From an optimization exercise on the open Yosys and OpenROAD flow, aimed at small area and a short achievable clock period; shortcuts taken in it are not production practice.
Function was checked by simulation only, so behaviour that the tests miss may differ from the original.
No driver is modelled on the clock port, so clocking that relies on it looks cheaper here than on a real chip.
Power figures rest on the tool's default switching activity, not on a simulated workload.

## flow/design.v

```verilog
module frame_rx (
    input  wire        clk,
    input  wire        rst,           
    input  wire        in_valid,
    input  wire [7:0]  in_byte,
    output reg         pl_valid,      
    output wire [7:0]  pl_byte,
    output reg         fr_valid,      
    output reg  [2:0]  fr_status,
    output wire [7:0]  fr_ver,
    output wire [7:0]  fr_type,
    output wire [7:0]  fr_seq,
    output wire [15:0] fr_len
);
    localparam [7:0]  SYNC = 8'hA5;
    localparam [16:0] WCNT_PRE = 17'h0788F;
    localparam [2:0] ST_OK        = 3'd0;
    localparam [2:0] ST_TOO_SHORT = 3'd1;
    localparam [2:0] ST_TRUNCATED = 3'd2;
    localparam [2:0] ST_OVERFLOW  = 3'd3;
    localparam [2:0] ST_BAD_SYNC  = 3'd4;
    localparam [2:0] ST_BAD_LEN   = 3'd5;
    localparam [2:0] ST_BAD_CRC   = 3'd6;
    function [15:0] crc_step;
        input [15:0] acc_in;
        input [7:0]  b;
        reg   [15:0] acc;
        integer      k;
        begin
            acc = acc_in ^ {b, 8'h00};
            for (k = 0; k < 8; k = k + 1) begin
                if (acc[15])
                    acc = {acc[14:0], 1'b0} ^ 16'h1021;
                else
                    acc = {acc[14:0], 1'b0};
            end
            crc_step = acc;
        end
    endfunction
    reg        first;      
    reg        is_code;    
    reg [7:0]  rem;
    reg        zpend;      
    reg [16:0] wcnt;       
    reg        full;       
    reg        ovf;        
    reg [3:0]  cnt;        
    reg [15:0] pl_left;    
    reg        pl_zero;    
    reg [1:0]  tail;       
    reg        sync_ok;    
    reg [7:0]  d_ver, d_type, d_seq, d_len_lo, d_len_hi;
    reg [7:0]  b1;         
    reg [15:0] crc;        
    reg        crc_ok;     
    wire        in_z_hi, in_z_lo, in_z_31;
    frx_nor4 u_z_hi (.a(in_byte[7:4]), .y(in_z_hi));
    frx_nor4 u_z_lo (.a(in_byte[3:0]), .y(in_z_lo));
    frx_nor3 u_z_31 (.a(in_byte[3:1]), .y(in_z_31));
    wire        in_hz     = in_z_hi && in_z_31;    
    wire        in_nz     = !(in_z_hi && in_z_lo);
    wire [7:0]  in_xnor_crc;                       
    genvar gi;
    generate
        for (gi = 0; gi < 8; gi = gi + 1) begin : g_eq
            frx_xnor2 u_x (.a(in_byte[gi]), .b(crc[8+gi]), .y(in_xnor_crc[gi]));
        end
    endgenerate
    wire        take     = in_valid && (first || !full);
    wire        dec_cond = is_code ? (!first && zpend) : 1'b1;
    wire        dec_wr   = in_valid && dec_cond;
    wire [7:0]  dec_byte = is_code ? 8'h00 : in_byte;
    wire        hdr_done = (cnt >= 4'd6);
    wire        in_pl    = hdr_done && !pl_zero;
    assign pl_byte = b1;
    assign fr_ver  = d_ver;
    assign fr_type = d_type;
    assign fr_seq  = d_seq;
    assign fr_len  = {d_len_hi, d_len_lo};
    reg  [2:0]  verdict;
    always @(*) begin
        if (first)                         verdict = ST_TOO_SHORT;
        else if (ovf)                      verdict = ST_OVERFLOW;
        else if (!is_code)                 verdict = ST_TRUNCATED;
        else if (cnt != 4'd8)              verdict = ST_TOO_SHORT;
        else if (!sync_ok)                 verdict = ST_BAD_SYNC;
        else if (!pl_zero || tail != 2'd2) verdict = ST_BAD_LEN;
        else if (!crc_ok)                  verdict = ST_BAD_CRC;
        else                               verdict = ST_OK;
    end
    always @(posedge clk) begin
        if (rst) begin
            first    <= 1'b1;
            is_code  <= 1'b1;
            pl_valid <= 1'b0;
            fr_valid <= 1'b0;
        end else begin
            pl_valid <= dec_wr && in_nz && !full && in_pl;
            fr_valid <= in_valid && !in_nz;
            if (in_valid) begin
                first   <= !in_nz;
                is_code <= !in_nz || (is_code ? in_hz : (rem == 8'd2));
            end
        end
    end
    always @(posedge clk) begin
        fr_status <= verdict;
        if (in_valid)
            rem <= is_code ? in_byte : rem - 8'd1;
        if (take) begin
            wcnt <= first ? 17'd0 : {wcnt[15:0], ~(wcnt[16] ^ wcnt[13])};
            full <= !first && (wcnt == WCNT_PRE);
        end
        if (in_valid)
            ovf <= !first && (ovf || full);
        if (in_valid && is_code)
            zpend <= (in_byte != 8'hFF);
        if (in_valid && first)
            cnt <= 4'd0;
        else if (dec_wr && cnt != 4'd8)
            cnt <= cnt + 4'd1;
        case (cnt)
            4'd0: sync_ok  <= !is_code && (in_byte == SYNC);
            4'd1: d_ver    <= dec_byte;
            4'd2: d_type   <= dec_byte;
            4'd3: d_seq    <= dec_byte;
            4'd4: d_len_lo <= dec_byte;
            4'd5: d_len_hi <= dec_byte;
            default: ;
        endcase
        if (dec_wr) begin
            b1     <= dec_byte;
            crc_ok <= (is_code ? (crc[15:8] == 8'd0) : (&in_xnor_crc)) &&
                      (crc[7:0] == b1);
            if (cnt < 4'd2)
                crc <= 16'hFFFF;
            else
                crc <= crc_step(crc, b1);
            if (cnt == 4'd5) begin
                pl_left <= {dec_byte, d_len_lo};
                pl_zero <= is_code && (d_len_lo == 8'd0);
                tail    <= 2'd0;
            end else if (in_pl) begin
                pl_left <= pl_left - 16'd1;
                pl_zero <= (pl_left == 16'd1);
            end else if (hdr_done && tail != 2'd3) begin
                tail <= tail + 2'd1;
            end
        end
    end
endmodule
module frx_nor4 (
    input  wire [3:0] a,
    output wire       y
);
    assign y = ~|a;
endmodule
module frx_nor3 (
    input  wire [2:0] a,
    output wire       y
);
    assign y = ~|a;
endmodule
module frx_xnor2 (
    input  wire a,
    input  wire b,
    output wire y
);
    assign y = a ~^ b;
endmodule
```

## flow/flow/run.sh

```bash
#!/bin/bash
# Standard layout (the standard.sh, standard synthesis unchanged) with:
#  - the port buffers inserted as the smallest buffer cell;
#  - a one-level clock tree built by flow/manual_cts.tcl before clock tree
#    synthesis (the clock port drives four buffers, each driving a quarter of
#    the registers).
# Every tool's output goes to standard.log.
here=$(pwd)
bash standard.sh "BUFFER_PORTS_ARGS=-buffer_cell sky130_fd_sc_hd__buf_1" \
  "PRE_CTS_TCL=$here/flow/manual_cts.tcl" \
  finish > standard.log 2>&1
```

## flow/flow/manual_cts.tcl

```tcl
# Clock tree, sourced before ORFS's clock tree synthesis (PRE_CTS_TCL).
# The clock port drives four clock buffers; each drives the clock pins of a
# quarter of the registers, split by their placed position (two halves by x,
# each split in two by y), and sits at their centroid. Every register's clock
# passes through exactly one buffer, so all arrive together. TritonCTS then
# finds no unbuffered clock net and leaves the tree as it is.
set cts_buf sky130_fd_sc_hd__clkbuf_16
if { [info exists ::env(MANUAL_CTS_BUF)] } { set cts_buf $::env(MANUAL_CTS_BUF) }
set block [ord::get_db_block]
set clknet [[$block findBTerm clk] getNet]
set sinks {}
foreach it [$clknet getITerms] {
  set inst [$it getInst]
  set loc [$inst getLocation]
  lappend sinks [list [lindex $loc 0] [lindex $loc 1] "[$inst getName]/[[$it getMTerm] getName]"]
}
puts "manual_cts: [llength $sinks] clock sinks, buffer $cts_buf"
set xs [lsort -integer -index 0 $sinks]
set half [expr {[llength $xs] / 2}]
set groups {}
foreach g [list [lrange $xs 0 [expr {$half - 1}]] [lrange $xs $half end]] {
  set ys [lsort -integer -index 1 $g]
  set h [expr {[llength $ys] / 2}]
  lappend groups [lrange $ys 0 [expr {$h - 1}]]
  lappend groups [lrange $ys $h end]
}
set dbu [$block getDbUnitsPerMicron]
set k 0
foreach g $groups {
  set sx 0
  set sy 0
  set pins {}
  foreach s $g {
    incr sx [lindex $s 0]
    incr sy [lindex $s 1]
    lappend pins [sta::find_pin [lindex $s 2]]
  }
  set cx [expr {double($sx) / [llength $g] / $dbu}]
  set cy [expr {double($sy) / [llength $g] / $dbu}]
  insert_buffer -buffer_cell $cts_buf -net [$clknet getName] -load_pins $pins \
    -location [list $cx $cy] -buffer_name clkbuf_m$k -net_name clknet_m$k
  puts "manual_cts: clkbuf_m$k drives [llength $g] sinks at ($cx, $cy)"
  incr k
}
foreach n [$block getNets] {
  if { [string match clknet_m* [$n getName]] } { $n setSigType CLOCK }
}
$clknet setSigType CLOCK
detailed_placement
set_propagated_clock [all_clocks]
```

## flow/standard.sh

```bash
#!/bin/bash
# synth_recipe.tcl (not shown) runs the flow's synth.tcl, then flattens the netlist and writes it again
# the make line also repeats each setting of config.mk as NAME=value (left out here)
make -C /OpenROAD-flow-scripts/flow DESIGN_CONFIG=/design/flow/config.mk WORK_HOME=/design/flow/orfs CLKGATE_MAP_FILE= SYNTH_SCRIPT=/design/flow/synth_recipe.tcl "${@:-finish}"
```

## flow/config.mk

```make
export PLATFORM = sky130hd
export DESIGN_NAME = frame_rx
export DESIGN_NICKNAME = frame_rx
export VERILOG_FILES = /design/flow/design.v
export SDC_FILE = /design/flow/constraint.sdc
export NUM_CORES = 4
export LEC_CHECK = 0
export CAP_MARGIN = 20
export CORE_MARGIN = 2
export CORE_UTILIZATION = 40
export PLACE_DENSITY = 0.6
export SETUP_SLACK_MARGIN = 3.1
export SLEW_MARGIN = 20
export SYNTH_HIERARCHICAL = 1
export SYNTH_MINIMUM_KEEP_SIZE = 0
```

## flow/constraint.sdc

```tcl
create_clock -name core_clock -period 5.0 [get_ports {clk}]
set_input_delay 1.0000 -clock core_clock [delete_from_list [all_inputs] [get_ports {clk}]]
set_output_delay 1.0000 -clock core_clock [all_outputs]
set_load 0.01 [all_outputs]
```

==> results of run 1 <==
[state kept, by name, summed over array words and instances, names as in the netlist, 2 cells and up]
signal     cells
d_len_lo       8
pl_left       16
d_ver          8
wcnt          17
tail           2
d_seq          8
fr_status      3
crc           16
rem            8
cnt            4
d_type         8
b1             8
d_len_hi       8
[placed cells by master, fill, tap and decap left out, types with 2 or more instances in the layout]
cell        Yosys  routed
a21oi_1        12       9
a21oi_4         0       2
a31oi_1         5       5
and2_1          3       3
and3_1          2       2
buf_1           2      54
buf_12          0       2
buf_2           1       4
buf_4           0      17
clkbuf_16       0       4
clkbuf_4        0       4
clkinvlp_4      0       2
dfxtp_1        11       9
edfxtp_1      113     113
ha_1           10      10
inv_1          12      10
nand2_1        39      39
nand3_1         5       5
nand3b_1        3       3
nand4_1         8       8
nand4b_1        3       3
nor2_1         24      24
nor2b_1        25      17
nor2b_2         0       8
nor3_1          5       4
nor3_2          2       3
nor4_1          7       7
nor4_4          1       4
nor4b_1         3       3
o21ai_0        16      15
o21ai_1         6       6
o41ai_1         2       2
or2_2           4       4
xnor2_1        43      39
xnor2_2         0       4
xor2_1         18      18
[power groups by stage]
stage	clock (uW)	combinational [uW]	sequential, uW
after CTS	405	227	1250
final	397	231	1250
after global placement	0	215	1270
after detailed placement	0	219	1270
after floorplan	0	146	1270
after global routing	445	258	1260
[worst paths after layout]
path	start	endpoint	slack [ns]	depth (start not counted)
worst max-delay path	in_byte[6]	crc_ok	3.11	6
worst min-delay path	ovf	fr_status[0]	0.53	2
worst max register to register	pl_left[3]	pl_left[7]	3.17	3
worst min register to register	ovf	fr_status[0]	0.53	2
[stage by stage]
step	cells	hold slack, ns
6_report	673	0.528
5_1_grt	673	0.599
4_1_cts	659	0.533
3_5_place_dp	649	0.504
3_3_place_gp	649	0.498
2_1_floorplan	419	0.469
[worst max-delay path, stage by stage]
cell	delay [ns]
buf_2	0.17
xnor2_1	0.13
nand4_1	0.12
nor3_2	0.17
a31oi_1	0.07
nor3_1	0.23
[cell families after synthesis]
logic type / count (synthesis)
compound gates: 50
xor+xnor: 61
simple gates: 150
flops: 124
buf+inv: 23
mux: 1
fa+ha+maj: 10
[layout make-up, clock buffers not listed]
class | count | area (um2)
Fill cell | 1224 | 6990
Tap cell | 176 | 220
Multi-Input combinational cell | 272 | 1960
Timing Repair inverter | 1 | 7.51
Inverter | 13 | 58.8
Timing Repair Buffer | 83 | 447
Sequential cell | 124 | 3620
[per-layer routing]
metal | GRT usage, % | routed length (um)
met5 | 0 | 0
met2 | 25.6 | 5660
met1 | 23.3 | 5630
met3 | 1.03 | 310
met4 | 1.51 | 116
[synthesized netlist by cell type (all sizes together), types with 10 or more instances]
| cell | n |
|---|---|
| nor2b | 25 |
| xor2 | 18 |
| ha | 10 |
| a21oi | 12 |
| nor4 | 12 |
| dfxtp | 11 |
| edfxtp | 113 |
| nand2 | 40 |
| xnor2 | 43 |
| o21ai | 23 |
| inv | 12 |
| nor2 | 24 |
[Yosys stat by module (local to each module, per instance)]
module / copies in the design / cell area, um2
frx_nor3: 1 / 10.0
frx_nor4: 2 / 12.5
frx_xnor2: 8 / 8.76
frame_rx: 1 / 5430
[repair_timing]
action	in CTS	in global routing
setup buffers	5	14
setup endpoints to repair	144	69
pin swaps	0	4
gates resized for setup	25	18
cloned	1	0
==> impl_metrics.json, run 1 <==
{
  "setup_viol": 0,
  "power.switching_uw": 436,
  "wire_per_inst_um": 17.4,
  "cts_hold_buf": 0,
  "skew_ns": 0.00777,
  "synth-seq-area-share_pct": 65.3,
  "power.total_uw": 1880,
  "worstPathRequired_ns": 5.00,
  "synth_xor_xnor_area_share_pct": 9.65,
  "port_buffers": 63,
  "final_nets": 520,
  "synth_cell_type_count": 53,
  "async_flop_share_pct": 0,
  "slew_headroom_pct": 60.8,
  "viasPerCell": 5.08,
  "antenna_found_initial": 0,
  "final_max_slew_viol_count": 0,
  "worstSetupPathType": "in -> reg",
  "yosys.area.top_type": "edfxtp_1",
  "areaGrowthSynthToFinish_pct": 15.8,
  "initial_core_util_pct": 41.3,
  "drt_iter0_markers": 301,
  "dieWidth_um": 122,
  "dr.pass1.iters": 4,
  "design_area_um2": 6410,
  "p_leak_uw": 0.00203,
  "rows": 42,
  "drive_gt1_share_pct": 14.9,
  "period_needed_ns": 1.89,
  "syn_area_per_cell_um2": 13.2,
  "p_per_area_nw_per_um2": 293,
  "crit_arrival_ns": 1.89,
  "gp_congestion": 0.765,
  "synth_edf_count": 113,
  "synth_area_leaders": "edfxtp_1, xnor2_1, dfxtp_1",
  "timing.final.crit_share_pct": 37.8,
  "antenna_cells": 0,
  "finalHoldViolCount": 0,
  "grt_max_degree": 32,
  "routed_wl_mm": 11.7,
  "remaining_drc_errors": 0,
  "clk_latency_ns": 0.17,
  "vias": 3418,
  "die_h_um": 122,
  "io_pins": 64,
  "grt_pass1_wl_mm": 18.2,
  "p_seq_share_pct": 66.5,
  "clkSlewWorstSetupHoldPaths_ns": 0.11,
  "postRouteAntennaNets": 0,
  "synth_top_area_share_pct": 61.3,
  "synth_compound_gate_area_share_pct": 5.34,
  "crit_path_start_kind": "primary input",
  "gr-total-overflow": 0,
  "clock_power_share_pct": 21.1,
  "synthSimpleGateAreaFrac_pct": 15.7,
  "drv_cap": 0,
  "syn_nets": 440,
  "hpwlAfterDp_mm": 8.00,
  "utilization_pct": 47.8,
  "synthMuxAreaShare_pct": 0.181,
  "coreArea_um2": 13400,
  "ir_worst_vdd_mv": 0.183,
  "fin_tns_setup_ns": 0,
  "syn_area_um2": 5530,
  "synth_warnings": 7,
  "tightest_slew_ns": 0.583,
  "die_area_um2": 14800,
  "groute.usage.overall_pct": 15.5,
  "rsz0062_at_grt": "yes",
  "hold_path.class": "reg -> reg",
  "internal_power_uw": 1440,
  "synth_ff_type": "edfxtp_1",
  "setup_ws_ns": 3.11,
  "synthAdderAreaFrac_pct": 2.26,
  "cp-end-kind": "flop",
  "grt_pass1_vias": 3340,
  "fmax_mhz": 529,
  "worstPathMaxFanout": 6,
  "placed_area_um2": 5990,
  "switching_share_pct": 23.2,
  "status": "finished clean",
  "combPwrFrac_pct": 12.3,
  "place_ws_ns": 2.28,
  "ys_ff_latch": 124,
  "synth_top_family_by_area": "simple AND/OR/NAND/NOR gates",
  "syn_inst": 419
}
==> run 2, diff against run 1 <==
--- a/flow/design.v
+++ b/flow/design.v
@@ -66,6 +66,10 @@
             frx_xnor2 u_x (.a(in_byte[gi]), .b(crc[8+gi]), .y(in_xnor_crc[gi]));
         end
     endgenerate
+    wire        in_ne_lo, in_ne_hi, in_eq_crc;     
+    frx_nand4 u_ne_lo (.a(in_xnor_crc[3:0]), .y(in_ne_lo));
+    frx_nand4 u_ne_hi (.a(in_xnor_crc[7:4]), .y(in_ne_hi));
+    frx_nor2  u_eq    (.a(in_ne_lo), .b(in_ne_hi), .y(in_eq_crc));
     wire        take     = in_valid && (first || !full);
     wire        dec_cond = is_code ? (!first && zpend) : 1'b1;
     wire        dec_wr   = in_valid && dec_cond;
@@ -130,7 +134,7 @@
         endcase
         if (dec_wr) begin
             b1     <= dec_byte;
-            crc_ok <= (is_code ? (crc[15:8] == 8'd0) : (&in_xnor_crc)) &&
+            crc_ok <= (is_code ? (crc[15:8] == 8'd0) : in_eq_crc) &&
                       (crc[7:0] == b1);
             if (cnt < 4'd2)
                 crc <= 16'hFFFF;
@@ -168,3 +172,16 @@
 );
     assign y = a ~^ b;
 endmodule
+module frx_nand4 (
+    input  wire [3:0] a,
+    output wire       y
+);
+    assign y = ~&a;
+endmodule
+module frx_nor2 (
+    input  wire a,
+    input  wire b,
+    output wire y
+);
+    assign y = ~(a | b);
+endmodule
--- a/flow/config.mk
+++ b/flow/config.mk
@@ -9,7 +9,7 @@
 export CORE_MARGIN = 2
 export CORE_UTILIZATION = 40
 export PLACE_DENSITY = 0.6
-export SETUP_SLACK_MARGIN = 3.1
+export SETUP_SLACK_MARGIN = 3.0
 export SLEW_MARGIN = 20
 export SYNTH_HIERARCHICAL = 1
 export SYNTH_MINIMUM_KEEP_SIZE = 0
==> run 2 against run 1 <==
Still clean on timing, DRC and antenna. Wire length is 1.6% lower. Sequential share of layout area is 1.7 points higher. Fmax is 5.2% lower. Cell count is 1.6% lower. First-iteration DRC count is 19% lower. Worst hold slack hardly changed. Largest cell class unchanged.
==> impl_metrics.json, run 2 <==
{
  "period_needed_ns": 2.00,
  "largest_reg_flops": 17,
  "grt_pass1_wl_mm": 18.2,
  "rrSetupSlack_ns": 3.17,
  "fmax_mhz": 501,
  "timing.rr.start": "cnt[0]",
  "synth_most_common_cell": "edfxtp_1",
  "clk_latency_ns": 0.18,
  "hold_path.class": "reg -> reg",
  "final_nets": 509,
  "synth_cell_type_count": 51,
  "yosys.area.top_type": "edfxtp_1",
  "port_buffers": 63,
  "clkSlewWorstSetupHoldPaths_ns": 0.12,
  "holdPathEnd": "fr_status[0]",
  "syn_area_per_cell_um2": 13.2,
  "tightest_slew_ns": 0.563,
  "groute.usage.overall_pct": 15.2,
  "rsz0062_at_grt": "yes",
  "hpwlAfterDp_mm": 8.04,
  "place_ws_ns": 2.23,
  "synth_edf_count": 113,
  "mostFrequentLayoutCells": "edfxtp_1, buf_1, xnor2_1",
  "setup_viol": 0,
  "finalHoldViolCount": 0,
  "rows": 42,
  "status": "finished clean",
  "final_common_cell": "edfxtp_1",
  "antenna_found_initial": 0,
  "gp_congestion": 0.793,
  "whs_path_depth": 2,
  "postRouteAntennaNets": 0,
  "r2r_end": "tail[0]",
  "areaGrowthSynthToFinish_pct": 12.3,
  "async_flop_share_pct": 0,
  "skew_ns": 0.0134,
  "p_per_area_nw_per_um2": 301,
  "syn_inst": 420,
  "worstPathMaxFanout": 8,
  "synth_top_area_share_pct": 61.3,
  "worstPathRequired_ns": 5.00,
  "drt_iter0_markers": 245,
  "regMostFlops": "wcnt",
  "syn_nets": 441,
  "synth_ff_type": "edfxtp_1",
  "synth_area_leaders": "edfxtp_1, xnor2_1, dfxtp_1",
  "cp-end-kind": "flop",
  "syn_area_um2": 5540,
  "drv_cap": 0,
  "p_leak_uw": 0.00192,
  "gr-total-overflow": 0,
  "die_area_um2": 14800,
  "synth_warnings": 7,
  "fin_tns_setup_ns": 0,
  "ff2ff_path_depth": 6,
  "ir_worst_vdd_mv": 0.191,
  "dieWidth_um": 122,
  "vias": 3406,
  "hp-start": "ovf",
  "routed_wl_mm": 11.5,
  "io_pins": 64,
  "timing.final.crit_share_pct": 39.9,
  "initial_core_util_pct": 41.3,
  "drive_gt1_share_pct": 10.3,
  "cts_hold_buf": 0,
  "dr.pass1.iters": 6,
  "utilization_pct": 46.4,
  "antenna_cells": 0,
  "ys_ff_latch": 124,
  "final_max_slew_viol_count": 0,
  "reg.largest.list": "wcnt x17, crc x16, pl_left x16",
  "crit_path_start_kind": "primary input",
  "crit_arrival_ns": 2.00,
  "grt_max_degree": 32,
  "setup_ws_ns": 3.00,
  "die_h_um": 122,
  "synthTopCellsByCount": "edfxtp_1, xnor2_1, nand2_1",
  "viasPerCell": 5.15,
  "synth-seq-area-share_pct": 65.3,
  "remaining_drc_errors": 0,
  "wire_per_inst_um": 17.4,
  "slew_headroom_pct": 62.1,
  "worstSetupPathType": "in -> reg",
  "coreArea_um2": 13400,
  "hold_slack_ns": 0.528,
  "grt_pass1_vias": 3358
}
==> run 2: metrics by stage <==
| stage | total power (uW) | area, um2 | std cells |
|---|---|---|---|
| after floorplan | 1410 | 5560 | 420 |
| after global placement | 1490 | 5980 | 650 |
| after detailed placement | 1490 | 5980 | 650 |
| after CTS | 1880 | 6190 | 660 |
| after global routing | 1940 | 6220 | 662 |
| final | 1870 | 6220 | 662 |
==> run 2: Yosys stat by module, one instance, submodules excluded <==
module	flip-flops and latches	area, um2	cells inside
frx_nor4	0	12.5	1
frx_nor2	0	3.75	1
frx_nor3	0	10.0	1
frame_rx	124	5420	406
frx_nand4	0	6.26	1
frx_xnor2	0	8.76	1
==> run 2: critical path: stages <==
cell and delay [ns]:
buf_1 0.28, nor2b_2 0.45, nand2_1 0.08, nor4_1 0.18
==> run 2: worst max-delay path by stage <==
stage / start / to / slack, ns / depth (start not counted)
detailed placement: in_valid / wcnt[11] / 2.23 / 3
finish: in_byte[5] / sync_ok / 3.00 / 4
CTS: in_byte[0] / pl_left[8] / 3.00 / 4
floorplan: in_valid / pl_left[0] / 3.02 / 3
global route: in_byte[5] / sync_ok / 2.88 / 4
global placement: in_valid / wcnt[6] / 2.29 / 3
==> run 2: metal layers <==
metal / global-route usage, % / routed length, um
met1: 22.7 / 5520
met2: 25.9 / 5580
met3: 0.983 / 346
met4: 0.790 / 73
met5: 0 / 0
==> run 2: timing repair <==
item / CTS / global route
gates cloned: 1 / 0
setup endpoints to repair: 132 / 53
gates resized for setup: 14 / 6
setup buffers: 5 / 2
==> run 2: cell type report, clock buffers not listed <==
type	count	area, um2
repair buffers	71	327
well taps	176	220
multi-input cells	273	1890
flip-flops and latches	124	3620
fillers	1217	7180
repair inverters	1	7.51
inverters	13	55.1
==> run 2: power breakdown <==
| group | switching (uW) | internal [uW] |
|---|---|---|
| logic | 138 | 83.7 |
| registers | 46.1 | 1200 |
| clock network | 252 | 150 |
==> run 2: logic make-up (layout without fill, tap and decap cells) <==
family	after synthesis	in the layout	share of synthesized area [%]
flip-flops	124	124	65.3
buffers and inverters	23	89	1.56
AND/OR/NAND/NOR	151	151	15.8
XOR/XNOR	61	61	9.65
adder cells (fa/ha/maj)	10	10	2.26
multiplexers	1	1	0.181
AO/OA/AOI/OAI	50	50	5.31
==> run 3, diff against run 2 <==
--- a/flow/config.mk
+++ b/flow/config.mk
@@ -9,7 +9,7 @@
 export CORE_MARGIN = 2
 export CORE_UTILIZATION = 40
 export PLACE_DENSITY = 0.6
-export SETUP_SLACK_MARGIN = 3.0
+export SETUP_SLACK_MARGIN = 3.1
 export SLEW_MARGIN = 20
 export SYNTH_HIERARCHICAL = 1
 export SYNTH_MINIMUM_KEEP_SIZE = 0
==> run 3 against run 2 <==
Still clean on timing, DRC and antenna. Clock skew down 0.0015 ns. Synthesized cell count unchanged. Synthesized area unchanged. Flip-flop and latch count unchanged. Design area up 3.7%. Via count up 2.1%. Largest power group unchanged. Highest routed layer unchanged.
==> impl_metrics.json, run 3 <==
{
  "status": "finished clean",
  "final_max_slew_viol_count": 0,
  "drive_gt1_share_pct": 14.4,
  "drv_cap": 0,
  "internal_power_uw": 1450,
  "remaining_drc_errors": 0,
  "io_pins": 64,
  "grt_pass1_vias": 3381,
  "synth_top_area_share_pct": 61.3,
  "viasPerCell": 5.15,
  "synthTopCellsByCount": "edfxtp_1, xnor2_1, nand2_1",
  "antenna_cells": 0,
  "clk_latency_ns": 0.18,
  "p_seq_share_pct": 66.4,
  "worstPathMaxFanout": 8,
  "worstSetupPathType": "in -> reg",
  "areaGrowthSynthToFinish_pct": 16.5,
  "rsz0062_at_grt": "yes",
  "power.total_uw": 1890,
  "power.switching_uw": 440,
  "hpwlAfterDp_mm": 7.97,
  "dieWidth_um": 122,
  "synth_warnings": 7,
  "gp_congestion": 0.799,
  "clkSlewWorstSetupHoldPaths_ns": 0.11,
  "clock_power_share_pct": 21.3,
  "hold_path.class": "reg -> reg",
  "synthSimpleGateAreaFrac_pct": 15.8,
  "tightest_slew_ns": 0.517,
  "regMostFlops": "wcnt",
  "syn_inst": 420,
  "coreArea_um2": 13400,
  "grt_pass1_wl_mm": 18.2,
  "cts_hold_buf": 0,
  "grt_max_degree": 32,
  "skew_ns": 0.0118,
  "period_needed_ns": 1.85,
  "synth_most_common_cell": "edfxtp_1",
  "p_leak_uw": 0.00204,
  "cp-end-kind": "flop",
  "yosys.area.top_type": "edfxtp_1",
  "wire_per_inst_um": 17.3,
  "vias": 3479,
  "p_per_area_nw_per_um2": 292,
  "die_area_um2": 14800,
  "timing.final.crit_share_pct": 36.9,
  "worstPathRequired_ns": 4.91,
  "mostFrequentLayoutCells": "edfxtp_1, buf_1, xnor2_1",
  "antenna_found_initial": 0,
  "ys_ff_latch": 124,
  "final_nets": 522,
  "ir_worst_vdd_mv": 0.194,
  "rows": 42,
  "die_h_um": 122,
  "synth_xor_xnor_area_share_pct": 9.65,
  "switching_share_pct": 23.3,
  "crit_arrival_ns": 1.75,
  "fin_tns_setup_ns": 0,
  "reg.largest.list": "wcnt x17, crc x16, pl_left x16",
  "crit_path_start_kind": "primary input",
  "synthAdderAreaFrac_pct": 2.26,
  "dr.pass1.iters": 5,
  "initial_core_util_pct": 41.3,
  "wl_met3_um": 420,
  "setup_viol": 0,
  "slew_headroom_pct": 65.2,
  "synthMuxAreaShare_pct": 0.181,
  "synth_area_leaders": "edfxtp_1, xnor2_1, dfxtp_1",
  "combPwrFrac_pct": 12.3,
  "critPathLaunch": "in_valid",
  "synth_top_family_by_area": "simple AND/OR/NAND/NOR gates",
  "syn_area_um2": 5540,
  "synth_ff_type": "edfxtp_1",
  "largest_reg_flops": 17,
  "wl_met2_mm": 5.63,
  "synth_cell_type_count": 51,
  "syn_area_per_cell_um2": 13.2,
  "fmax_mhz": 541,
  "drt_iter0_markers": 214,
  "utilization_pct": 48.1,
  "groute.usage.overall_pct": 15.4,
  "met1_length_mm": 5.57,
  "finalHoldViolCount": 0,
  "synth_edf_count": 113,
  "top_layer_used": "met4",
  "postRouteAntennaNets": 0,
  "hp-start": "ovf",
  "syn_nets": 441,
  "routed_wl_mm": 11.7,
  "final_common_cell": "edfxtp_1",
  "async_flop_share_pct": 0,
  "port_buffers": 63,
  "timing.rr.start": "pl_left[0]",
  "synth-seq-area-share_pct": 65.3,
  "gr-total-overflow": 0,
  "synth_compound_gate_area_share_pct": 5.31
}
run 3: cell count changes in the layout (fill, tap and decap cells not counted), moves of 3 or more:
| cell | previous run | this run |
|---|---|---|
| buf_2 | 1 | 7 |
| nor2b_4 | 0 | 4 |
| nor4_2 | 4 | 1 |
| buf_1 | 59 | 54 |
| buf_4 | 6 | 16 |
| nor2b_2 | 8 | 4 |
| nor4_4 | 1 | 4 |
run 3: worst paths after layout:
kind                       end  slack (ns)  cells past startpoint
setup / recovery    pl_left[2]        3.15                      5
hold / removal    fr_status[0]        0.53                      2
hold reg to reg   fr_status[0]        0.53                      2
setup reg to reg    pl_left[7]        3.20                      3
run 3: power by group through the flow:
stage	Sequential (uW)	Combinational [uW]	Clock (uW)
2_1_floorplan	1270	144	0
3_3_place_gp	1270	216	0
3_5_place_dp	1270	218	0
4_1_cts	1250	228	408
5_1_grt	1260	257	442
6_report	1250	232	402
run 3: area by class of cell, clock buffers not listed:
class                      count  area, um2
sequential                   124       3620
multi-input combinational    273       1950
fill                        1187       6950
timing repair inverter         1       7.51
tap                          176        220
inverter                      13       57.6
timing repair buffer          84        488
run 3: what timing repair did:
| action | in CTS | in global routing |
|---|---|---|
| buffers inserted | 4 | 14 |
| endpoints found under the setup margin | 136 | 62 |
| cloned | 1 | 2 |
| gates resized for setup | 29 | 15 |
| pin swaps | 0 | 1 |
run 3: worst max-delay path, cell delays in order:
cell	delay (ns)
buf_12	0.09
buf_8	0.11
o21ai_4	0.07
a21oi_4	0.26
clkbuf_16	0.22
run 3: cells by family after synthesis:
logic type	Yosys count
compound gates	50
xor+xnor	61
fa+ha+maj	10
buf+inv	23
flops	124
mux	1
simple gates	151
run 3: through the flow:
stage | cell area (um2) | setup slack, ns | cells | hold WS (ns)
detailed placement | 6000 | 2.25 | 650 | 0.506
finish | 6450 | 3.15 | 675 | 0.528
global route | 6450 | 3.08 | 675 | 0.586
floorplan | 5590 | 3.09 | 420 | 0.469
CTS | 6230 | 3.10 | 659 | 0.536
global placement | 6000 | 2.33 | 650 | 0.496
run 3: per-module statistics from Yosys, one instance, submodules excluded:
module | copies in the design | flip-flops and latches | cells inside | area [um2]
frx_nor4 | 2 | 0 | 1 | 12.5
frame_rx | 1 | 124 | 406 | 5420
frx_nor3 | 1 | 0 | 1 | 10.0
frx_xnor2 | 8 | 0 | 1 | 8.76
frx_nand4 | 2 | 0 | 1 | 6.26
frx_nor2 | 1 | 0 | 1 | 3.75
run 3: metal layers:
layer | global-route usage, % | vias up
met5 | 0 | -
met3 | 1.12 | 4
li1 | - | 1684
met4 | 0.647 | 0
met1 | 22.7 | 1727
met2 | 26.5 | 64
==> run 4, diff against run 3 <==
--- a/flow/config.mk
+++ b/flow/config.mk
@@ -7,8 +7,8 @@
 export LEC_CHECK = 0
 export CAP_MARGIN = 20
 export CORE_MARGIN = 2
-export CORE_UTILIZATION = 40
-export PLACE_DENSITY = 0.6
+export CORE_UTILIZATION = 65
+export PLACE_DENSITY = 0.8
 export SETUP_SLACK_MARGIN = 3.1
 export SLEW_MARGIN = 20
 export SYNTH_HIERARCHICAL = 1
==> run 4 against run 3 <==
Critical path depth decreased by 1. Die area decreased by 37%. Sequential share of layout area increased by 1.8 points. First-iteration DRC count increased by 22%. Cell count decreased by 12%. Setup slack got worse by 0.0070 ns. Synthesized cell count unchanged. Combinational power about the same.
==> impl_metrics.json, run 4 <==
{
  "final_nets": 514,
  "hold_path.class": "reg -> reg",
  "yosys.area.top_type": "edfxtp_1",
  "p_leak_uw": 0.00198,
  "rows": 33,
  "p_per_area_nw_per_um2": 301,
  "regMostFlops": "wcnt",
  "areaGrowthSynthToFinish_pct": 12.7,
  "synth_cell_type_count": 51,
  "place_ws_ns": 2.43,
  "viasPerCell": 5.94,
  "synth_warnings": 7,
  "antenna_cells": 0,
  "crit_arrival_ns": 1.88,
  "final_max_slew_viol_count": 0,
  "setup_ws_ns": 3.15,
  "ff2ff_path_depth": 4,
  "die_h_um": 96.3,
  "drive_gt1_share_pct": 12.0,
  "routed_wl_mm": 11.5,
  "worstPathMaxFanout": 7,
  "grt_max_degree": 32,
  "clk_latency_ns": 0.18,
  "clkSlewWorstSetupHoldPaths_ns": 0.12,
  "synth_ff_type": "edfxtp_1",
  "dr.pass1.iters": 5,
  "synth_top_area_share_pct": 61.3,
  "grt_pass1_vias": 3422,
  "rsz0062_at_grt": "yes",
  "final_common_cell": "edfxtp_1",
  "finalHoldViolCount": 0,
  "design_area_um2": 6240,
  "grt_pass1_wl_mm": 17.9,
  "async_flop_share_pct": 0,
  "synth_area_leaders": "edfxtp_1, xnor2_1, dfxtp_1",
  "hpwlAfterDp_mm": 7.70,
  "crit_path_start_kind": "primary input",
  "ys_ff_latch": 124,
  "period_needed_ns": 1.85,
  "coreArea_um2": 8220,
  "r2r_end": "pl_left[13]",
  "multi_input_area_um2": 1920,
  "remaining_drc_errors": 0,
  "reg.largest.list": "wcnt x17, crc x16, pl_left x16",
  "tightest_slew_ns": 0.505,
  "syn_area_per_cell_um2": 13.2,
  "synthTopCellsByCount": "edfxtp_1, xnor2_1, nand2_1",
  "fin_tns_setup_ns": 0,
  "largest_reg_flops": 17,
  "mostFrequentLayoutCells": "edfxtp_1, buf_1, xnor2_1",
  "status": "finished clean",
  "groute.usage.overall_pct": 25.2,
  "postRouteAntennaNets": 0,
  "die_area_um2": 9270,
  "syn_nets": 441,
  "ir_worst_vdd_mv": 0.216,
  "synth-seq-area-share_pct": 65.3,
  "gp_congestion": 0.862,
  "drt_iter0_markers": 261,
  "dieWidth_um": 96.3,
  "drv_cap": 0,
  "wire_per_inst_um": 19.2,
  "fmax_mhz": 539,
  "cts_hold_buf": 0,
  "gr-total-overflow": 0,
  "io_pins": 64,
  "syn_area_um2": 5540,
  "seqCellArea_um2": 3620,
  "initial_core_util_pct": 67.4,
  "worstPathRequired_ns": 5.03,
  "fillCellCount": 553,
  "antenna_found_initial": 0,
  "setup_viol": 0,
  "synth_most_common_cell": "edfxtp_1",
  "worstSetupPathType": "in -> reg",
  "critPathLaunch": "in_byte[7]",
  "vias": 3543,
  "synth_edf_count": 113,
  "cp-end-kind": "flop",
  "timing.final.crit_share_pct": 37.1,
  "placed_area_um2": 5910,
  "rrSetupSlack_ns": 3.19,
  "skew_ns": 0.0154,
  "timing.rr.start": "pl_left[6]",
  "slew_headroom_pct": 66.1,
  "port_buffers": 63,
  "crit_end": "pl_left[15]",
  "syn_inst": 420
}
-- run 4: cell count changes in the layout (fill, tap and decap cells not counted), moves of 2 or more --
cell / delta
buf_1: +2
dfxtp_1: +2
buf_4: -8
nor4_4: -3
buf_2: -2
nor4_2: +3
-- run 4: worst min-delay path by stage --
stage	from	cells after the start	end	slack (ns)
6_report	ovf	2	fr_status[0]	0.53
5_1_grt	ovf	1	fr_status[1]	0.58
4_1_cts	ovf	2	fr_status[0]	0.54
3_5_place_dp	ovf	2	fr_status[0]	0.51
3_3_place_gp	ovf	2	fr_status[0]	0.52
2_1_floorplan	ovf	2	fr_status[0]	0.47
-- run 4: logic make-up (layout without fill, tap and decap cells) --
logic type      count (synthesis)  in the layout  synth area share [%]
fa+ha+maj                      10             10                  2.26
buf+inv                        23             94                  1.56
flops                         124            124                  65.3
xor+xnor                       61             61                  9.65
mux                             1              1                 0.181
simple gates                  151            151                  15.8
compound gates                 50             50                  5.31
-- run 4: critical path: stages --
cell and delay [ns]:
buf_1 0.23, nor2b_2 0.43, nor2_1 0.07, a31oi_1 0.15
-- run 4: area by class of cell, clock buffers not listed --
cell class | count | share of cell area [%]
inverter | 13 | 0.923
multi-input combinational | 273 | 30.7
sequential | 124 | 58.0
tap | 105 | 2.11
timing repair buffer | 76 | 6.50
timing repair inverter | 1 | 0.120
-- run 4: what timing repair did --
| action | 4_1_cts | 5_1_grt |
|---|---|---|
| gates resized for setup | 25 | 4 |
| cloned | 1 | 1 |
| endpoints found under the setup margin | 134 | 58 |
| hold endpoints to repair | 0 | 0 |
| setup buffers | 5 | 6 |
-- run 4: metrics by stage --
stage	total power (uW)	cells	hold WS, ns	utilization, %
2_1_floorplan	1410	420	0.469	-
3_3_place_gp	1480	579	0.520	71.9
3_5_place_dp	1490	579	0.514	71.9
4_1_cts	1880	589	0.540	74.8
5_1_grt	1950	596	0.577	75.9
6_report	1880	596	0.535	75.9
-- run 4: metal layers --
metal	wire length (um)	vias up	part of all wire (%)	GRT usage [%]
li1	-	1662	-	-
met1	4650	1734	41	36.2
met2	5980	139	52	43.5
met3	717	8	6.3	2.19
met4	110	0	0.96	3.17
met5	0	-	0	0
-- run 4: where the power goes --
part	leakage (uW)	internal, uW	switching, uW
clock network	0.0000493	149	246
registers	0.00112	1200	48.2
logic	0.000808	89.0	140
total	0.00198	1440	434
-- run 4: modules after synthesis (local to each module, per instance) --
module | times used | flops+latches | area (um2) | cells
frx_nor2 | 1 | 0 | 3.75 | 1
frx_xnor2 | 8 | 0 | 8.76 | 1
frx_nor4 | 2 | 0 | 12.5 | 1
frx_nor3 | 1 | 0 | 10.0 | 1
frame_rx | 1 | 124 | 5420 | 406
frx_nand4 | 2 | 0 | 6.26 | 1
==> run 5, diff against run 4 <==
--- a/flow/config.mk
+++ b/flow/config.mk
@@ -7,9 +7,10 @@
 export LEC_CHECK = 0
 export CAP_MARGIN = 20
 export CORE_MARGIN = 2
-export CORE_UTILIZATION = 65
-export PLACE_DENSITY = 0.8
+export CORE_UTILIZATION = 55
+export PLACE_DENSITY = 0.7
 export SETUP_SLACK_MARGIN = 3.1
 export SLEW_MARGIN = 20
 export SYNTH_HIERARCHICAL = 1
 export SYNTH_MINIMUM_KEEP_SIZE = 0
+export TNS_END_PERCENT = 30
==> run 5 against run 4 <==
Setup slack worse by 0.039 ns. Global-route usage is 4.8 points lower. First-iteration DRC count is 20% lower. Synthesized area stayed put. Utilization is 11 points lower.
==> impl_metrics.json, run 5 <==
{
  "status": "finished clean",
  "worstPathMaxFanout": 5,
  "syn_nets": 441,
  "gp_congestion": 0.791,
  "ys_ff_latch": 124,
  "clk_latency_ns": 0.17,
  "synth_area_leaders": "edfxtp_1, xnor2_1, dfxtp_1",
  "design_area_um2": 6340,
  "mostFrequentLayoutCells": "edfxtp_1, buf_1, xnor2_1",
  "clkSlewWorstSetupHoldPaths_ns": 0.11,
  "grt_pass1_wl_mm": 18.0,
  "largest_reg_flops": 17,
  "fmax_mhz": 528,
  "synth_warnings": 7,
  "top_usage_layer": "met2",
  "remaining_drc_errors": 0,
  "rows": 36,
  "p_leak_uw": 0.00202,
  "final_common_cell": "edfxtp_1",
  "crit_path_start_kind": "primary input",
  "slew_headroom_pct": 63.8,
  "initial_core_util_pct": 56.6,
  "port_buffers": 63,
  "drive_gt1_share_pct": 13.5,
  "synthTopCellsByCount": "edfxtp_1, xnor2_1, nand2_1",
  "skew_ns": 0.0101,
  "async_flop_share_pct": 0,
  "regMostFlops": "wcnt",
  "areaGrowthSynthToFinish_pct": 14.6,
  "final_nets": 518,
  "synth-seq-area-share_pct": 65.3,
  "tightest_slew_ns": 0.541,
  "synth_edf_count": 113,
  "antenna_found_initial": 0,
  "fin_tns_setup_ns": 0,
  "gr-usage-met2_pct": 35.1,
  "synth_cell_type_count": 51,
  "syn_area_um2": 5540,
  "rsz0062_at_grt": "yes",
  "setup_viol": 0,
  "crit_arrival_ns": 2.01,
  "timing.final.crit_share_pct": 37.9,
  "io_pins": 64,
  "hold_path.class": "reg -> reg",
  "ir_worst_vdd_mv": 0.196,
  "cp-end-kind": "flop",
  "hpwlAfterDp_mm": 7.74,
  "postRouteAntennaNets": 0,
  "coreArea_um2": 9770,
  "antenna_cells": 0,
  "die_area_um2": 10900,
  "cts_hold_buf": 0,
  "finalHoldViolCount": 0,
  "worstPathRequired_ns": 5.11,
  "met3_usage_pct": 1.44,
  "hold_slack_ns": 0.576,
  "vias": 3451,
  "synth_top_area_share_pct": 61.3,
  "synth_ff_type": "edfxtp_1",
  "final_max_slew_viol_count": 0,
  "fin_cells": 628,
  "synth_most_common_cell": "edfxtp_1",
  "gr-total-overflow": 0,
  "placed_area_um2": 5940,
  "viasPerCell": 5.50,
  "period_needed_ns": 1.89,
  "routed_wl_mm": 11.3,
  "p_per_area_nw_per_um2": 295,
  "reg.largest.list": "wcnt x17, crc x16, pl_left x16",
  "syn_area_per_cell_um2": 13.2,
  "yosys.area.top_type": "edfxtp_1",
  "groute.usage.overall_pct": 20.4,
  "drt_iter0_markers": 208,
  "worstSetupPathType": "in -> reg",
  "syn_inst": 420,
  "dr.pass1.iters": 5,
  "dieWidth_um": 104,
  "grt_use_met1_pct": 29.5,
  "utilization_pct": 64.9,
  "die_h_um": 104,
  "drv_cap": 0,
  "grt_max_degree": 32,
  "wire_per_inst_um": 17.9,
  "placedCellCount": 607,
  "grt_pass1_vias": 3337
}
run 5: layer usage:
metal  share of wire (%)  routed length [um]
met5                   0                   0
met3                 4.6                 519
met4                 1.3                 142
met2                  50                5660
met1                  44                4940
run 5: kinds of logic after synthesis:
logic type	after synthesis	share of synthesized area [%]
multiplexers	1	0.181
adder cells (fa/ha/maj)	10	2.26
buffers and inverters	23	1.56
flip-flops	124	65.3
AO/OA/AOI/OAI	50	5.31
XOR/XNOR	61	9.65
AND/OR/NAND/NOR	151	15.8
run 5: final timing paths:
kind / startpoint / endpoint / slack (ns) / cells after the start
max: in_byte[5] / is_code / 3.11 / 5
min: ovf / fr_status[0] / 0.58 / 2
max reg2reg: pl_left[0] / pl_left[7] / 3.18 / 3
min reg2reg: ovf / fr_status[0] / 0.58 / 2
run 5: metrics by stage:
| stage | total power [uW] | setup WS, ns |
|---|---|---|
| 6_report | 1870 | 3.11 |
| 5_1_grt | 1950 | 3.05 |
| 3_3_place_gp | 1480 | 2.58 |
| 2_1_floorplan | 1410 | 3.09 |
| 4_1_cts | 1870 | 2.92 |
| 3_5_place_dp | 1490 | 2.45 |
run 5: Yosys stat by module, one instance, submodules excluded:
| module | times used | flip-flops and latches | area [um2] | cells |
|---|---|---|---|---|
| frx_nor2 | 1 | 0 | 3.75 | 1 |
| frx_nand4 | 2 | 0 | 6.26 | 1 |
| frame_rx | 1 | 124 | 5420 | 406 |
| frx_nor3 | 1 | 0 | 10.0 | 1 |
| frx_xnor2 | 8 | 0 | 8.76 | 1 |
| frx_nor4 | 2 | 0 | 12.5 | 1 |
run 5: area by class of cell, clock buffers not listed:
cell class                 instances  area (um2)
fill                             765        3430
inverter                          13        57.6
multi-input combinational        273        1920
sequential                       124        3620
tap                              133         166
timing repair buffer              80         468
timing repair inverter             1        7.51
run 5: timing repair:
action	4_1_cts	5_1_grt
setup endpoints to repair	140	99
resized for setup	11	23
buffers inserted	6	9
cloned	1	1
pin swaps	0	1
run 5: critical path, cell delays in order:
cell and delay [ns]:
clkbuf_2 0.14, nor4_2 0.46, a21oi_1 0.12, o21ai_0 0.16, a31o_2 0.13
run 5: power by group:
part / internal (uW) / switching, uW / total, uW
sequential: 1200 / 47.6 / 1250
clock: 149 / 236 / 385
combinational: 92.8 / 140 / 233
total: 1440 / 424 / 1870
==> run 6, diff against run 5 <==
--- a/flow/config.mk
+++ b/flow/config.mk
@@ -13,4 +13,3 @@
 export SLEW_MARGIN = 20
 export SYNTH_HIERARCHICAL = 1
 export SYNTH_MINIMUM_KEEP_SIZE = 0
-export TNS_END_PERCENT = 30
==> run 6 against run 5 <==
Sequential share of layout area rose by 0.23 points. Fmax rose by 2.0%. Clock skew fell by 0.0019 ns. Global-route usage barely moved. Power barely moved. Critical path depth did not move. Cell count fell by 0.48%. Design area fell by 0.39%. Combinational power barely moved. Synthesized cell count did not move. Setup slack improved by 0.038 ns. Synthesized area did not move.
==> impl_metrics.json, run 6 <==
{
  "cp-end-kind": "flop",
  "regMostFlops": "wcnt",
  "timing.final.crit_share_pct": 37.1,
  "crit_top_cell": "buf_12",
  "slew_headroom_pct": 65.6,
  "grt_pass1_wl_mm": 18.0,
  "syn_area_per_cell_um2": 13.2,
  "syn_nets": 441,
  "setup_ws_ns": 3.14,
  "drv_cap": 0,
  "grt_pass1_vias": 3338,
  "rows": 36,
  "p_per_area_nw_per_um2": 296,
  "power.total_uw": 1870,
  "fin_tns_setup_ns": 0,
  "hold_path.class": "reg -> reg",
  "gp_congestion": 0.791,
  "gr-total-overflow": 0,
  "synth_edf_count": 113,
  "synth_most_common_cell": "edfxtp_1",
  "io_pins": 64,
  "groute.usage.overall_pct": 20.4,
  "antenna_cells": 0,
  "mostFrequentLayoutCells": "edfxtp_1, buf_1, xnor2_1",
  "timing.rr.start": "pl_left[0]",
  "skew_ns": 0.00815,
  "synth_cell_type_count": 51,
  "cp_slowest_cell": "buf_12",
  "cts_hold_buf": 0,
  "syn_inst": 420,
  "status": "finished clean",
  "rrSetupSlack_ns": 3.19,
  "synth-seq-area-share_pct": 65.3,
  "remaining_drc_errors": 0,
  "die_h_um": 104,
  "yosys.area.top_type": "edfxtp_1",
  "slowest_delay_ns": 0.17,
  "ir_worst_vdd_mv": 0.196,
  "vias": 3452,
  "holdPathEnd": "fr_status[0]",
  "synth_area_leaders": "edfxtp_1, xnor2_1, dfxtp_1",
  "worstPathMaxFanout": 17,
  "final_nets": 515,
  "dieWidth_um": 104,
  "synth_warnings": 7,
  "dr.pass1.iters": 4,
  "p_leak_uw": 0.00200,
  "ys_ff_latch": 124,
  "place_ws_ns": 2.45,
  "routed_wl_mm": 11.3,
  "period_needed_ns": 1.86,
  "viasPerCell": 5.52,
  "path_cells": "clkbuf_2, buf_12, o21ai_4, a21oi_4, buf_12",
  "initial_core_util_pct": 56.6,
  "syn_area_um2": 5540,
  "synth_top_area_share_pct": 61.3,
  "hpwlAfterDp_mm": 7.74,
  "clkSlewWorstSetupHoldPaths_ns": 0.11,
  "coreArea_um2": 9770,
  "fmax_mhz": 539,
  "finalHoldViolCount": 0,
  "drive_gt1_share_pct": 13.0,
  "die_area_um2": 10900,
  "synthTopCellsByCount": "edfxtp_1, xnor2_1, nand2_1",
  "largest_reg_flops": 17,
  "tightest_slew_ns": 0.511,
  "areaGrowthSynthToFinish_pct": 14.1,
  "hp-start": "ovf",
  "ff2ff_path_depth": 4,
  "crit_path_start_kind": "primary input",
  "port_buffers": 63,
  "rsz0062_at_grt": "yes",
  "worstSetupPathType": "in -> reg",
  "r2r_end": "pl_left[15]",
  "clk_latency_ns": 0.17,
  "whs_path_depth": 2,
  "final_common_cell": "edfxtp_1",
  "worstPathRequired_ns": 4.89,
  "crit_arrival_ns": 1.75,
  "final_max_slew_viol_count": 0,
  "synth_ff_type": "edfxtp_1",
  "wire_per_inst_um": 18.1,
  "grt_max_degree": 32,
  "drt_iter0_markers": 207,
  "async_flop_share_pct": 0,
  "setup_viol": 0,
  "antenna_found_initial": 0,
  "postRouteAntennaNets": 0,
  "reg.largest.list": "wcnt x17, crc x16, pl_left x16"
}
## run 6: per-stage QoR
stage	cell area, um2	instances	hold slack [ns]	utilization (%)
floorplan	5590	420	0.469	-
global placement	5940	607	0.543	60.8
detailed placement	5940	607	0.548	60.8
CTS	6170	618	0.571	63.1
global route	6320	625	0.616	64.6
finish	6320	625	0.580	64.6
## run 6: cells by family (layout without fill, tap and decap cells)
group                      count (synthesis)  count (layout)  synth area share [%]
muxes                                      1               1                 0.181
AOI/OAI and AO/OA                         50              50                  5.31
and+or+nand+nor                          151             151                  15.8
DFF                                      124             124                  65.3
buffers and inverters                     23              95                  1.56
xor gates and xnor gates                  61              61                  9.65
adders and majority gates                 10              10                  2.26
## run 6: how the worst max path moves through the flow
stage / start / end / slack, ns / depth (start not counted)
floorplan: in_valid / pl_left[0] / 3.09 / 3
global placement: cnt[1] / pl_zero / 2.58 / 5
detailed placement: cnt[1] / pl_left[4] / 2.45 / 5
CTS: in_byte[1] / pl_left[9] / 3.09 / 4
global route: pl_left[0] / pl_left[15] / 3.07 / 4
finish: in_valid / pl_left[6] / 3.14 / 5
## run 6: where the power goes
part	leakage [uW]	internal, uW	total [uW]	switching [uW]
combinational	0.000824	90.4	231	141
sequential	0.00112	1200	1250	47.6
clock	0.0000493	149	387	238
## run 6: per-module statistics from Yosys (local to each module, per instance)
module | flip-flops and latches | times used | cell area (um2)
frame_rx | 124 | 1 | 5420
frx_nand4 | 0 | 2 | 6.26
frx_nor2 | 0 | 1 | 3.75
frx_nor3 | 0 | 1 | 10.0
frx_nor4 | 0 | 2 | 12.5
frx_xnor2 | 0 | 8 | 8.76
## run 6: worst max-delay path, delay by kind of cell
kind / cells / cell delay (ns)
buf+inv: 3 / 0.47
compound gates: 2 / 0.26
## run 6: per-layer routing
metal | GRT usage (%) | up-vias | part of all wire [%]
li1 | - | 1661 | -
met1 | 29.6 | 1695 | 45
met2 | 34.9 | 86 | 50
met3 | 1.44 | 10 | 4.4
met4 | 2.51 | 0 | 1.0
met5 | 0 | - | 0
## run 6: what timing repair did
| action | in CTS | in global routing |
|---|---|---|
| resized for setup | 19 | 16 |
| setup buffers | 6 | 6 |
| setup endpoints to repair | 140 | 82 |
| cloned | 1 | 1 |
| endpoints found under the hold margin | 0 | 0 |
| pin swaps | 0 | 0 |
## run 6: area by class of cell, clock buffers not listed
| cell class | instances | area [um2] |
|---|---|---|
| flip-flops and latches | 124 | 3620 |
| repair buffers | 77 | 433 |
| fillers | 769 | 3460 |
| repair inverters | 1 | 7.51 |
| multi-input cells | 273 | 1930 |
| inverters | 13 | 57.6 |
| well taps | 133 | 166 |
==> run 7, diff against run 6 <==
--- a/flow/config.mk
+++ b/flow/config.mk
@@ -13,3 +13,4 @@
 export SLEW_MARGIN = 20
 export SYNTH_HIERARCHICAL = 1
 export SYNTH_MINIMUM_KEEP_SIZE = 0
+export TNS_END_PERCENT = 60
==> run 7 against run 6 <==
Combinational power is essentially flat. Register-to-register slack is essentially flat. Clock skew grew 0.00086 ns. Still clean. Clock power is essentially flat. First-iteration DRC count shrank 3.9%. Via count shrank 0.14%. Synthesized area is the same. Fmax grew 0.17%.
==> impl_metrics.json, run 7 <==
{
  "postRouteAntennaNets": 0,
  "hpwlAfterDp_mm": 7.74,
  "p_per_area_nw_per_um2": 295,
  "rows": 36,
  "slew_headroom_pct": 64.3,
  "finalHoldViolCount": 0,
  "fmax_mhz": 540,
  "synth_area_leaders": "edfxtp_1, xnor2_1, dfxtp_1",
  "synth_cell_type_count": 51,
  "drt_iter0_markers": 199,
  "vias": 3447,
  "timing.rr.start": "pl_left[0]",
  "ys_ff_latch": 124,
  "drv_cap": 0,
  "gr-total-overflow": 0,
  "syn_area_per_cell_um2": 13.2,
  "reg.largest.list": "wcnt x17, crc x16, pl_left x16",
  "syn_area_um2": 5540,
  "top_usage_layer": "met2",
  "worstSetupPathType": "in -> reg",
  "io_pins": 64,
  "synth_compound_gate_area_share_pct": 5.31,
  "rsz0062_at_grt": "yes",
  "remaining_drc_errors": 0,
  "synth_ff_type": "edfxtp_1",
  "final_max_slew_viol_count": 0,
  "areaGrowthSynthToFinish_pct": 14.2,
  "slowest_delay_ns": 0.17,
  "power.switching_uw": 426,
  "grt_pass1_wl_mm": 18.0,
  "timing.final.crit_share_pct": 37.0,
  "period_needed_ns": 1.85,
  "antenna_cells": 0,
  "met3_usage_pct": 1.44,
  "regMostFlops": "wcnt",
  "placedCellCount": 607,
  "die_area_um2": 10900,
  "synth-seq-area-share_pct": 65.3,
  "r2r_end": "pl_left[7]",
  "syn_inst": 420,
  "worstPathMaxFanout": 17,
  "grt_pass1_vias": 3338,
  "viasPerCell": 5.52,
  "tightest_slew_ns": 0.534,
  "hp-start": "ovf",
  "synth_xor_xnor_area_share_pct": 9.65,
  "synth_top_family_by_area": "simple AND/OR/NAND/NOR gates",
  "ir_worst_vdd_mv": 0.196,
  "dieWidth_um": 104,
  "synthAdderAreaFrac_pct": 2.26,
  "async_flop_share_pct": 0,
  "worstPathRequired_ns": 4.89,
  "clkSlewWorstSetupHoldPaths_ns": 0.11,
  "die_h_um": 104,
  "path_cells": "clkbuf_2, buf_12, o21ai_4, a21oi_4, buf_12",
  "final_common_cell": "edfxtp_1",
  "holdPathEnd": "fr_status[0]",
  "clk_latency_ns": 0.17,
  "synthTopCellsByCount": "edfxtp_1, xnor2_1, nand2_1",
  "synthSimpleGateAreaFrac_pct": 15.8,
  "cp_slowest_cell": "buf_12",
  "skew_ns": 0.00901,
  "antenna_found_initial": 0,
  "coreArea_um2": 9770,
  "dr.pass1.iters": 5,
  "syn_nets": 441,
  "critical_path.top_delay_family": "buffers and inverters",
  "rrSetupSlack_ns": 3.18,
  "combPwrFrac_pct": 12.4,
  "status": "finished clean",
  "synth_top_area_share_pct": 61.3,
  "switching_share_pct": 22.8,
  "cp-end-kind": "flop",
  "port_buffers": 63,
  "drive_gt1_share_pct": 13.0,
  "internal_power_uw": 1440,
  "yosys.area.top_type": "edfxtp_1",
  "whs_path_depth": 2,
  "gp_congestion": 0.791,
  "routed_wl_mm": 11.3,
  "synth_warnings": 7,
  "synthMuxAreaShare_pct": 0.181,
  "fin_cells": 625,
  "gr-usage-met2_pct": 34.9,
  "p_leak_uw": 0.00200,
  "initial_core_util_pct": 56.6,
  "hold_path.class": "reg -> reg",
  "largest_reg_flops": 17,
  "groute.usage.overall_pct": 20.4,
  "setup_viol": 0,
  "mostFrequentLayoutCells": "edfxtp_1, buf_1, xnor2_1",
  "p_seq_share_pct": 66.9,
  "worst-path-buf-inv": 3,
  "utilization_pct": 64.7,
  "grt_use_met1_pct": 29.6,
  "synth_edf_count": 113,
  "crit_arrival_ns": 1.74,
  "grt_max_degree": 32,
  "fin_tns_setup_ns": 0,
  "final_nets": 515,
  "wire_per_inst_um": 18.1,
  "crit_top_cell": "buf_12",
  "clock_power_share_pct": 20.7,
  "synth_most_common_cell": "edfxtp_1",
  "crit_path_start_kind": "primary input",
  "ff2ff_path_depth": 3
}
-- run 7: area by class of cell, clock buffers not listed --
type                       count  area [um2]
sequential                   124        3620
timing repair inverter         1        7.51
inverter                      13        57.6
fill                         768        3450
timing repair buffer          77         433
tap                          133         166
multi-input combinational    273        1940
-- run 7: how the worst max path moves through the flow --
stage / start / to / slack [ns] / cells past startpoint
finish: in_valid / pl_left[5] / 3.15 / 5
global route: pl_left[0] / pl_left[15] / 3.06 / 4
CTS: in_byte[6] / pl_left[14] / 2.95 / 4
detailed placement: cnt[1] / pl_left[4] / 2.45 / 5
global placement: cnt[1] / pl_zero / 2.58 / 5
floorplan: in_valid / pl_left[0] / 3.09 / 3
-- run 7: cells by family (layout without fill, tap and decap cells) --
logic type / after synthesis / count (layout)
compound gates: 50 / 50
buf+inv: 23 / 95
fa+ha+maj: 10 / 10
mux: 1 / 1
flops: 124 / 124
simple gates: 151 / 151
xor+xnor: 61 / 61
-- run 7: power groups by stage --
| stage | Sequential [uW] | Combinational (uW) | Clock (uW) |
|---|---|---|---|
| 2_1_floorplan | 1270 | 144 | 0 |
| 3_3_place_gp | 1270 | 213 | 0 |
| 3_5_place_dp | 1270 | 216 | 0 |
| 4_1_cts | 1250 | 225 | 397 |
| 5_1_grt | 1260 | 258 | 428 |
| 6_report | 1250 | 232 | 386 |
-- run 7: tightest hold or removal path: stages, from the launching register on --
cell and delay, ns:
edfxtp_1 0.39, nor2_1 0.06, o21ai_0 0.09
-- run 7: per-module statistics from Yosys, one instance, submodules excluded --
module | times used | flops+latches | area, um2
frx_nor2 | 1 | 0 | 3.75
frx_xnor2 | 8 | 0 | 8.76
frx_nor3 | 1 | 0 | 10.0
frx_nor4 | 2 | 0 | 12.5
frx_nand4 | 2 | 0 | 6.26
frame_rx | 1 | 124 | 5420
-- run 7: layer usage --
metal / share of wire, % / vias to the layer above
li1: - / 1660
met4: 1.4 / 0
met2: 50 / 96
met1: 45 / 1677
met5: 0 / -
met3: 4.1 / 14
-- run 7: timing repair --
action | CTS | global route
pin swaps | 0 | 1
buffers inserted | 6 | 6
endpoints found under the setup margin | 140 | 93
gates cloned | 1 | 1
hold endpoints to repair | 0 | 0
hold buffers | 0 | 0
gates resized for setup | 14 | 22
-- run 7: through the flow --
| stage | hold slack [ns] | instance area (um2) | total power (uW) | worst slack [ns] |
|---|---|---|---|---|
| 6_report | 0.578 | 6320 | 1870 | 3.15 |
| 4_1_cts | 0.571 | 6160 | 1870 | 2.95 |
| 3_5_place_dp | 0.548 | 5940 | 1490 | 2.45 |
| 3_3_place_gp | 0.543 | 5940 | 1480 | 2.58 |
| 5_1_grt | 0.616 | 6320 | 1940 | 3.06 |
| 2_1_floorplan | 0.469 | 5590 | 1410 | 3.09 |
==> run 8, diff against run 7 <==
--- a/flow/config.mk
+++ b/flow/config.mk
@@ -9,8 +9,7 @@
 export CORE_MARGIN = 2
 export CORE_UTILIZATION = 55
 export PLACE_DENSITY = 0.7
-export SETUP_SLACK_MARGIN = 3.1
+export SETUP_SLACK_MARGIN = 3.15
 export SLEW_MARGIN = 20
 export SYNTH_HIERARCHICAL = 1
 export SYNTH_MINIMUM_KEEP_SIZE = 0
-export TNS_END_PERCENT = 60
==> run 8 against run 7 <==
First-iteration DRC count up 14%. Critical path depth unchanged. Design area up 5.6%. Power up 1.6%. Clock skew down 0.0021 ns. Combinational power up 12%. Setup slack better by 0.016 ns. Utilization up 3.6 points. Still clean. Via count up 3.7%. Die area unchanged. Global-route usage up 0.37 points. Synthesized cell count unchanged.
==> impl_metrics.json, run 8 <==
{
  "clkSlewWorstSetupHoldPaths_ns": 0.11,
  "gr-total-overflow": 0,
  "placed_area_um2": 5940,
  "yosys.area.top_type": "edfxtp_1",
  "final_max_slew_viol_count": 0,
  "async_flop_share_pct": 0,
  "syn_area_per_cell_um2": 13.2,
  "dr.pass1.iters": 4,
  "die_h_um": 104,
  "cts_hold_buf": 0,
  "ys_ff_latch": 124,
  "period_needed_ns": 1.84,
  "worstPathMaxFanout": 8,
  "drv_cap": 0,
  "synth_edf_count": 113,
  "synth_top_area_share_pct": 61.3,
  "grt_pass1_wl_mm": 18.3,
  "worstPathRequired_ns": 4.90,
  "reg.largest.list": "wcnt x17, crc x16, pl_left x16",
  "rows": 36,
  "grt_max_degree": 32,
  "synth_ff_type": "edfxtp_1",
  "routed_wl_mm": 11.8,
  "rsz0062_at_grt": "yes",
  "hold_slack_ns": 0.583,
  "synthTopCellsByCount": "edfxtp_1, xnor2_1, nand2_1",
  "fillCellCount": 719,
  "fmax_mhz": 545,
  "drt_iter0_markers": 227,
  "drive_gt1_share_pct": 20.3,
  "synth_warnings": 7,
  "grt_pass1_vias": 3385,
  "p_per_area_nw_per_um2": 284,
  "final_common_cell": "edfxtp_1",
  "largest_reg_flops": 17,
  "clk_latency_ns": 0.17,
  "antenna_cells": 0,
  "regMostFlops": "wcnt",
  "areaGrowthSynthToFinish_pct": 20.6,
  "syn_area_um2": 5540,
  "worstSetupPathType": "in -> reg",
  "crit_path_start_kind": "primary input",
  "skew_ns": 0.00691,
  "tightest_slew_ns": 0.507,
  "synth-seq-area-share_pct": 65.3,
  "p_leak_uw": 0.00218,
  "port_buffers": 63,
  "final_nets": 540,
  "cp-end-kind": "flop",
  "vias": 3576,
  "synth_most_common_cell": "edfxtp_1",
  "synth_cell_type_count": 51,
  "design_area_um2": 6680,
  "antenna_found_initial": 0,
  "groute.usage.overall_pct": 20.7,
  "syn_nets": 441,
  "slew_headroom_pct": 65.9,
  "postRouteAntennaNets": 0,
  "ir_worst_vdd_mv": 0.197,
  "viasPerCell": 5.50,
  "setup_viol": 0,
  "wire_per_inst_um": 18.2,
  "finalHoldViolCount": 0,
  "mostFrequentLayoutCells": "edfxtp_1, buf_1, nand2_1",
  "timing.final.crit_share_pct": 36.7,
  "initial_core_util_pct": 56.6,
  "hold_path.class": "reg -> reg",
  "dieWidth_um": 104,
  "power.total_uw": 1900,
  "crit_arrival_ns": 1.74,
  "gp_congestion": 0.791,
  "hpwlAfterDp_mm": 7.74,
  "syn_inst": 420,
  "coreArea_um2": 9770,
  "fin_tns_setup_ns": 0,
  "status": "finished clean",
  "synth_area_leaders": "edfxtp_1, xnor2_1, dfxtp_1",
  "io_pins": 64,
  "die_area_um2": 10900,
  "remaining_drc_errors": 0
}
-- run 8: cell families after synthesis --
family / Yosys count / synth area share (%)
and+or+nand+nor: 151 / 15.8
DFF: 124 / 65.3
xor gates and xnor gates: 61 / 9.65
AOI/OAI and AO/OA: 50 / 5.31
buffers and inverters: 23 / 1.56
adders and majority gates: 10 / 2.26
muxes: 1 / 0.181
-- run 8: final timing paths --
kind	from	to	slack, ns	depth (start not counted)
hold / removal	ovf	fr_status[0]	0.58	2
setup / recovery	in_valid	pl_left[8]	3.16	5
hold reg to reg	ovf	fr_status[0]	0.58	2
setup reg to reg	pl_left[0]	pl_left[6]	3.18	7
-- run 8: report_power, final --
part	switching (uW)	internal, uW
logic	149	110
registers	49.3	1200
clock network	237	149
-- run 8: Yosys stat by module (local to each module, per instance) --
module | flops+latches | cells inside | copies in the design | area, um2
frame_rx | 124 | 406 | 1 | 5420
frx_nor4 | 0 | 1 | 2 | 12.5
frx_nor3 | 0 | 1 | 1 | 10.0
frx_xnor2 | 0 | 1 | 8 | 8.76
frx_nand4 | 0 | 1 | 2 | 6.26
frx_nor2 | 0 | 1 | 1 | 3.75
-- run 8: critical path, stage by stage --
cell and delay [ns]:
buf_8 0.07, buf_6 0.11, o21ai_4 0.07, a21oi_4 0.25, clkbuf_16 0.22
-- run 8: area by class of cell, clock buffers not listed --
type	count	area [um2]	area share (%)
multi-input cells	273	2060	30.8
repair inverters	1	7.51	0.112
well taps	133	166	2.49
inverters	13	62.6	0.937
flip-flops and latches	124	3630	54.3
repair buffers	102	657	9.84
-- run 8: what timing repair did --
action	4_1_cts	5_1_grt
setup buffers	10	25
cloned	2	2
pin swaps	0	15
resized for setup	28	48
endpoints found under the hold margin	0	0
setup endpoints to repair	141	56
-- run 8: metrics by stage --
| stage | util (%) | cells | setup slack [ns] |
|---|---|---|---|
| after floorplan | - | 420 | 3.09 |
| after global placement | 60.8 | 607 | 2.58 |
| after detailed placement | 60.8 | 607 | 2.45 |
| after CTS | 63.7 | 623 | 3.13 |
| after global routing | 68.3 | 650 | 3.06 |
| final | 68.3 | 650 | 3.16 |
-- run 8: metal layers --
| metal | vias to the layer above | GRT usage (%) | part of all wire [%] |
|---|---|---|---|
| met5 | - | 0 | 0 |
| met4 | 0 | 2.51 | 1.6 |
| met3 | 17 | 1.44 | 4.8 |
| met2 | 91 | 35.4 | 50 |
| met1 | 1751 | 30.3 | 43 |
| li1 | 1717 | - | - |

-- what the ideal ports hide --
The results above use ideal ports. As a check the final layouts listed here were re-extracted and re-timed, cells and wires unchanged. Step 1, drivers: a clkbuf_16 drives clk and a buf_2 each remaining input, both assumed. Step 2 times the ports against the registers' clock, not the clock port: input delays grow and output delays shrink by t, the midpoint of the rising clock arrivals with the driver on. Three values: no drivers, after step 1, after step 2; two values: the first two.
| run | t (ns) | slack for setup (ns) | slew at the worst register clock pin (ns) |
|---|---|---|---|
| run 1 | 0.253 | 3.109 / 3.089 / 2.905 | 0.11 / 0.11 |
| run 2 | 0.257 | 3.005 / 3.069 / 2.812 | 0.12 / 0.12 |
| run 3 | 0.252 | 3.153 / 3.079 / 2.919 | 0.12 / 0.12 |
| run 4 | 0.251 | 3.146 / 3.080 / 2.951 | 0.12 / 0.12 |
| run 5 | 0.251 | 3.107 / 3.078 / 2.917 | 0.11 / 0.11 |
| run 6 | 0.251 | 3.144 / 3.080 / 2.951 | 0.11 / 0.11 |
| run 7 | 0.250 | 3.148 / 3.081 / 2.954 | 0.11 / 0.11 |
| run 8 | 0.251 | 3.164 / 3.091 / 2.940 | 0.11 / 0.11 |
After both steps setup and hold are still met in every run listed. The setup slack of run 3, which loses most, moves by -0.074 ns with the drivers and by -0.234 ns with both steps.
